From an optimization exercise on the open Yosys and OpenROAD flow, aimed at small area, a short achievable clock period and few clock cycles; shortcuts taken in it are not production practice.
Only simulation tests tie the RTL to the original design; equivalence was not proved.
No activity file was given, so power comes from the tool's default toggle rates.

Setup of build 22:
Design pae_a_decoder, start of the top module:
module pae_a_decoder (
    input  wire       clk,
    input  wire       rst,
    input  wire       start,
    output wire       busy,
    output wire       done,
    output reg  [3:0] err,
    output reg  [3:0] width,
    output reg        order,
    output reg  [1:0] mode,
    input  wire       in_valid,
    input  wire [7:0] in_data,
    input  wire       in_last,
    output wire       in_ready,
    output wire       out_valid,
    output wire [7:0] out_data,
    input  wire       out_ready
);
clock: 8.0 ns
lec_check: 0
cap_margin: 20
core_margin: 2
core_utilization: 40
cts_buf_list: sky130_fd_sc_hd__clkbuf_8
place_density: 0.6
setup_slack_margin: 4.75
slew_margin: 20
standard.sh (not shown) runs the stock make flow with config.mk's settings and CLKGATE_MAP_FILE= SYNTH_SCRIPT=/design/flow/synth_recipe.tcl, a recipe that flattens the netlist after the stock synthesis.
==> flow/flow/run.sh <==
#!/bin/bash
# Layout flow: the standard synthesis (the standard.sh synth), then the
# combinational gates between the flip-flops re-mapped for area by ABC
# (flow/resyn.ys; the flip-flops are untouched), then the rest of the
# standard ORFS flow (standard.sh) on that netlist, with the port buffers
# made of sky130_fd_sc_hd__buf_1 instead of the default cell. Each tool's
# output goes to its own log here: synth.log, resyn.log, layout.log (and
# ORFS's step logs under orfs/logs).
set -euo pipefail
WORK=$(pwd)
export BUFFER_PORTS_ARGS="-buffer_cell sky130_fd_sc_hd__buf_1"
R=$WORK/orfs/results/${FLOW_PLATFORM}/pae_a_decoder/base
LIB=$FLOW_HOME/platforms/${FLOW_PLATFORM}/lib/sky130_fd_sc_hd__tt_025C_1v80.lib

bash standard.sh synth > synth.log 2>&1

cp "$R/1_2_yosys.v" "$WORK/std_netlist.v"
sed -e "s#{LIB}#$LIB#g" -e "s#{STD}#$WORK/std_netlist.v#g" -e "s#{TOP}#$FLOW_TOP#g" \
    -e "s#{ABC}#$WORK/flow/resyn.abc#g" -e "s#{STAT}#$WORK/resyn_stat.txt#g" \
    -e "s#{OUT}#$WORK/resyn_netlist.v#g" flow/resyn.ys > resyn_run.ys
YOSYS=$(command -v yosys || echo "$FLOW_HOME/../tools/install/yosys/bin/yosys")
"$YOSYS" -s resyn_run.ys > resyn.log 2>&1

# same flip-flops, by instance name, as the standard synthesis
ffs() { grep -oE 'sky130_fd_sc_hd__(e?dfxtp|dfrtp|dfstp|sdfxtp)_[0-9]+ +[^ ]+' "$1" | sort; }
if ! cmp -s <(ffs "$WORK/std_netlist.v") <(ffs "$WORK/resyn_netlist.v"); then
    echo "resynthesis changed the flip-flops; keeping the standard netlist" >> resyn.log
else
    cp "$WORK/resyn_netlist.v" "$R/1_2_yosys.v"
    rm -f "$R/1_synth.odb" "$R/1_synth.sdc"
fi

bash standard.sh > layout.log 2>&1
==> flow/flow/resyn.abc <==
strash
&get -n
&deepsyn -T 30
&put
dch
map
topo
==> flow/flow/resyn.ys <==
# Re-map the combinational logic of the standard synthesis for area. The
# flip-flops are kept as they are (same instances, names and cell types);
# only the gates between them are rebuilt by ABC.
read_liberty -ignore_miss_func {LIB}
read_verilog {STD}
hierarchy -top {TOP}
setattr -mod -set keep_hierarchy 1 sky130_fd_sc_hd__dfxtp_1 sky130_fd_sc_hd__edfxtp_1 sky130_fd_sc_hd__dfrtp_1 sky130_fd_sc_hd__dfstp_1 sky130_fd_sc_hd__dfbbp_1 sky130_fd_sc_hd__sdfxtp_1 sky130_fd_sc_hd__dlxtp_1
flatten
select {TOP}
opt -purge
abc -liberty {LIB} -dont_use *lpflow* -dont_use *probe* -script {ABC}
opt_clean -purge
hilomap -singleton -hicell sky130_fd_sc_hd__conb_1 HI -locell sky130_fd_sc_hd__conb_1 LO
splitnets
opt_clean -purge
tee -o {STAT} stat -liberty {LIB}
write_verilog -noattr -noexpr -nohex -nodec -selected {OUT}
Build 22 completed every stage of the flow, and the final layout passed the timing, DRC and antenna checks.
Testbench counts of build 22, summed over its fixed seeds: cycles 74,138.
Changes in build 59 relative to build 22:
==> flow/run.sh (new file) <==
#!/bin/bash
# synth_recipe.tcl (not shown) runs the flow's synth.tcl, then flattens the netlist and writes it again
# the make line also repeats each setting of config.mk as NAME=value (left out here)
make -C /OpenROAD-flow-scripts/flow DESIGN_CONFIG=/design/flow/config.mk WORK_HOME=/design/flow/orfs CLKGATE_MAP_FILE= SYNTH_SCRIPT=/design/flow/synth_recipe.tcl finish
removed: flow/flow/run.sh
removed: flow/flow/resyn.abc
removed: flow/flow/resyn.ys
removed: flow/standard.sh
### Flow results
- NOTE layout filler cell count build 22->build 59 increased by more than a quarter
- Combinational power: build 59 > build 22
- Multi-input combinational cell count (higher): build 59
- Relative to build 22, the utilization of the core after routing of build 59 is lower by 3.5 points.
- Build 59: PASS, flow complete, no timing, DRC or antenna violations
- Re die area: build 59 and build 22 aren't equal, and the lower value belongs to build 22.
- Going from build 22 to build 59, the post-synthesis cell count was found to have gone up by about 7%.
- Relative to build 22, relative contribution of combinational cells to total power has increased by 16 points in build 59.
Changes in build 79 relative to build 59:
Settings: changing CORE_UTILIZATION from 40 to 60; changing PLACE_DENSITY from 0.6 to 0.8.
### Flow results
Total power of build 79 is lower than that of build 59.
Build 59 → build 79: post-route cell area now smaller, number of pins with negative max-slew slack in the final report barely changed, total cell area at the placement stage decreased 130 sq um, non-clock buffer count went down, insertion delay of the later-clocked pin in the worst-skew pair comparable.


pae_a_decoder again, from the RTL that the note above started with.
Settings: LEC_CHECK=0, CAP_MARGIN=20, CORE_MARGIN=2, CORE_UTILIZATION=40, CTS_BUF_LIST=sky130_fd_sc_hd__clkbuf_8, PLACE_DENSITY=0.6, SETUP_SLACK_MARGIN=4.5, SLEW_MARGIN=20; clock period 8.0 ns.
run.sh (not shown) runs the stock make flow with config.mk's settings and CLKGATE_MAP_FILE= SYNTH_SCRIPT=/design/flow/synth_recipe.tcl, a recipe that flattens the netlist after the stock synthesis.
Stock flow here: none of the scripts above is used.
The starting point passed the timing, DRC and antenna checks.
Testbench counts at the start, summed over its fixed seeds: cycles 74,138.
Change:
==> flow/flow/run.sh (new file) <==
#!/bin/bash
# The standard layout (the standard.sh, ORFS from synthesis to finish),
# with one change: the buffers that ORFS puts on every input and output port
# are the platform's smallest buffer, sky130_fd_sc_hd__buf_1, instead of the
# cell buffer_ports picks by default (clkdlybuf4s50_1). The resizer may still
# resize them. The make output goes to layout.log; ORFS keeps each step's
# log under orfs/logs.
set -euo pipefail
export BUFFER_PORTS_ARGS="-buffer_cell sky130_fd_sc_hd__buf_1"
bash standard.sh > layout.log 2>&1
==> flow/standard.sh (new file) <==
#!/bin/bash
# synth_recipe.tcl (not shown) runs the flow's synth.tcl, then flattens the netlist and writes it again
# the make line also repeats each setting of config.mk as NAME=value (left out here)
make -C /OpenROAD-flow-scripts/flow DESIGN_CONFIG=/design/flow/config.mk WORK_HOME=/design/flow/orfs CLKGATE_MAP_FILE= SYNTH_SCRIPT=/design/flow/synth_recipe.tcl "${@:-finish}"
--- a/flow/config.mk
+++ b/flow/config.mk
@@ -11,4 +11,4 @@
 export CTS_BUF_LIST = sky130_fd_sc_hd__clkbuf_8
 export PLACE_DENSITY = 0.6
-export SETUP_SLACK_MARGIN = 4.5
+export SETUP_SLACK_MARGIN = 4.75
 export SLEW_MARGIN = 20
removed: flow/run.sh
What happened: Area after synthesis stays the same; routed wire length went down by 2.1%; flip-flop and latch count does not change; hold slack barely changes; setup slack gains 0.020 ns; final cell count barely changes; count of clock-buffer cells in the layout stays the same; design area falls by 1.5%; critical path depth shrinks by 2; fmax grows by 0.60%.
Change:
==> flow/run.sh (new file) <==
#!/bin/bash
# synth_recipe.tcl (not shown) runs the flow's synth.tcl, then flattens the netlist and writes it again
# the make line also repeats each setting of config.mk as NAME=value (left out here)
make -C /OpenROAD-flow-scripts/flow DESIGN_CONFIG=/design/flow/config.mk WORK_HOME=/design/flow/orfs CLKGATE_MAP_FILE= SYNTH_SCRIPT=/design/flow/synth_recipe.tcl finish
--- a/flow/config.mk
+++ b/flow/config.mk
@@ -11,4 +11,4 @@
 export CTS_BUF_LIST = sky130_fd_sc_hd__clkbuf_8
 export PLACE_DENSITY = 0.6
-export SETUP_SLACK_MARGIN = 4.75
+export SETUP_SLACK_MARGIN = 5
 export SLEW_MARGIN = 20
removed: flow/flow/run.sh
removed: flow/standard.sh
Outcome:
- The new run produced a clean layout
- routed wire length rose by 11%
- cell area rose by about 14%
- global-route usage rose by 1.8 points
- sequential share of layout area fell by 4.1 points
Change:
==> flow/flow/run.sh (new file) <==
#!/bin/bash
# Layout flow: the standard synthesis (the standard.sh synth), then the
# combinational gates between the flip-flops re-mapped for area by ABC
# (flow/resyn.ys; the flip-flops are untouched), then the rest of the
# standard ORFS flow (standard.sh) on that netlist, with the port buffers
# made of sky130_fd_sc_hd__buf_1 instead of the default cell. Each tool's
# output goes to its own log here: synth.log, resyn.log, layout.log (and
# ORFS's step logs under orfs/logs).
set -euo pipefail
WORK=$(pwd)
export BUFFER_PORTS_ARGS="-buffer_cell sky130_fd_sc_hd__buf_1"
R=$WORK/orfs/results/${FLOW_PLATFORM}/pae_a_decoder/base
LIB=$FLOW_HOME/platforms/${FLOW_PLATFORM}/lib/sky130_fd_sc_hd__tt_025C_1v80.lib

bash standard.sh synth > synth.log 2>&1

cp "$R/1_2_yosys.v" "$WORK/std_netlist.v"
sed -e "s#{LIB}#$LIB#g" -e "s#{STD}#$WORK/std_netlist.v#g" -e "s#{TOP}#$FLOW_TOP#g" \
    -e "s#{ABC}#$WORK/flow/resyn.abc#g" -e "s#{STAT}#$WORK/resyn_stat.txt#g" \
    -e "s#{OUT}#$WORK/resyn_netlist.v#g" flow/resyn.ys > resyn_run.ys
YOSYS=$(command -v yosys || echo "$FLOW_HOME/../tools/install/yosys/bin/yosys")
"$YOSYS" -s resyn_run.ys > resyn.log 2>&1

# same flip-flops, by instance name, as the standard synthesis
ffs() { grep -oE 'sky130_fd_sc_hd__(e?dfxtp|dfrtp|dfstp|sdfxtp)_[0-9]+ +[^ ]+' "$1" | sort; }
if ! cmp -s <(ffs "$WORK/std_netlist.v") <(ffs "$WORK/resyn_netlist.v"); then
    echo "resynthesis changed the flip-flops; keeping the standard netlist" >> resyn.log
else
    cp "$WORK/resyn_netlist.v" "$R/1_2_yosys.v"
    rm -f "$R/1_synth.odb" "$R/1_synth.sdc"
fi

bash standard.sh > layout.log 2>&1
==> flow/flow/resyn.abc (new file) <==
strash
&get -n
&deepsyn -T 30
&st
&dch
&nf
&st
&syn2
&if -g -K 6
&synch2
&nf
&put
topo
==> flow/flow/resyn.ys (new file) <==
# Re-map the combinational logic of the standard synthesis for area. The
# flip-flops are kept as they are (same instances, names and cell types);
# only the gates between them are rebuilt by ABC.
read_liberty -ignore_miss_func {LIB}
read_verilog {STD}
hierarchy -top {TOP}
setattr -mod -set keep_hierarchy 1 sky130_fd_sc_hd__dfxtp_1 sky130_fd_sc_hd__edfxtp_1 sky130_fd_sc_hd__dfrtp_1 sky130_fd_sc_hd__dfstp_1 sky130_fd_sc_hd__dfbbp_1 sky130_fd_sc_hd__sdfxtp_1 sky130_fd_sc_hd__dlxtp_1
flatten
select {TOP}
opt -purge
abc -liberty {LIB} -dont_use *lpflow* -dont_use *probe* -script {ABC}
opt_clean -purge
hilomap -singleton -hicell sky130_fd_sc_hd__conb_1 HI -locell sky130_fd_sc_hd__conb_1 LO
splitnets
opt_clean -purge
tee -o {STAT} stat -liberty {LIB}
write_verilog -noattr -noexpr -nohex -nodec -selected {OUT}
==> flow/standard.sh (new file) <==
#!/bin/bash
# synth_recipe.tcl (not shown) runs the flow's synth.tcl, then flattens the netlist and writes it again
# the make line also repeats each setting of config.mk as NAME=value (left out here)
make -C /OpenROAD-flow-scripts/flow DESIGN_CONFIG=/design/flow/config.mk WORK_HOME=/design/flow/orfs CLKGATE_MAP_FILE= SYNTH_SCRIPT=/design/flow/synth_recipe.tcl "${@:-finish}"
removed: flow/run.sh
The new run produced a clean layout; total power fell by 30%; synthesized cell count fell by 19%; utilization fell by 0.84 points; via count fell by 16%; sequential cell count stays the same; global-route usage fell by 0.30 points.
Change:
==> flow/flow/resyn.abc (replaced) <==
strash
&get -n
&deepsyn -T 30
&put
dch
map -a
topo
--- a/flow/config.mk
+++ b/flow/config.mk
@@ -11,4 +11,4 @@
 export CTS_BUF_LIST = sky130_fd_sc_hd__clkbuf_8
 export PLACE_DENSITY = 0.6
-export SETUP_SLACK_MARGIN = 5
+export SETUP_SLACK_MARGIN = 4.75
 export SLEW_MARGIN = 20
The changed run went through all stages and came out clean.
Final area rises by 2.6%.
Routed wire length rises by 13%.
First-iteration DRC count came out higher by 28%.
Sequential share of layout area came out lower by 0.94 points.
Non-clock buffer count goes up by 49.
Hold slack is about the same.
Clock power fell by 13%.
Clock skew increases by 0.0074 ns.
Via count came out higher by 11%.
Change:
==> flow/flow/resyn.abc (replaced) <==
strash
&get -n
&deepsyn -T 30
&st
&dch
&nf
&st
&syn2
&if -g -K 6
&synch2
&nf
&put
topo
Result: Routed wire length drops by about a fifth. Worst setup slack gets better by 1.5 ns. Flip-flop and latch count does not change. Global-route usage drops by 5.0 points. Via count drops by roughly a tenth. Synthesized cell count drops by roughly a tenth. Non-clock buffer count drops by 74. First-iteration DRC count climbs slightly. Core utilization drops by 5.0 points.

==> static timing again, ports no longer ideal <==
Ports are ideal in the flow. The routed layouts listed here were re-timed in OpenROAD. Step 1 sets driving cells, clkbuf_16 on the clock port and buf_2 on the other inputs (assumed; they add their load-dependent delay and slew). Step 2 adds t to the input delays and takes it off the output delays; t is the mean of the earliest and latest rising clock arrival at the registers after step 1. Input paths then give back, and output paths get back, about the clock's delay inside the block. Slacks: ideal ports / drivers / drivers and shift; pairs: ideal ports / drivers.
run | shift t [ns] | setup WS [ns] | worst setup path at the end | clock arrival spread, ns | pins driven straight from the clock port
build 22 | 0.418 | 4.747 / 4.747 / 4.494 | input to register | 0.006 / 0.006 | 1
build 59 | 0.425 | 4.778 / 4.738 / 4.421 | input to register | 0.016 / 0.016 | 1
build 79 | 0.423 | 4.737 / 4.702 / 4.387 | input to register | 0.016 / 0.016 | 1
the first run of note 2 | 0.430 | 4.705 / 4.665 / 4.297 | input to register | 0.009 / 0.010 | 1
the second run of note 2 | 0.424 | 4.725 / 4.687 / 4.503 | input to register | 0.013 / 0.014 | 1
the third run of note 2 | 0.426 | 4.847 / 4.807 / 4.495 | input to register | 0.014 / 0.014 | 1
the fourth run of note 2 | 0.423 | 4.891 / 4.855 / 4.535 | input to register | 0.014 / 0.014 | 1
the fifth run of note 2 | 0.422 | 3.242 / 3.242 / 3.242 | register to register | 0.020 / 0.019 | 1
the sixth run of note 2 | 0.420 | 4.727 / 4.690 / 4.337 | input to register | 0.012 / 0.013 | 1
After both steps every run listed still meets setup and hold. For the first run of note 2, which loses most, drivers alone change the setup slack by -0.040 ns; drivers and shift together by -0.408 ns.
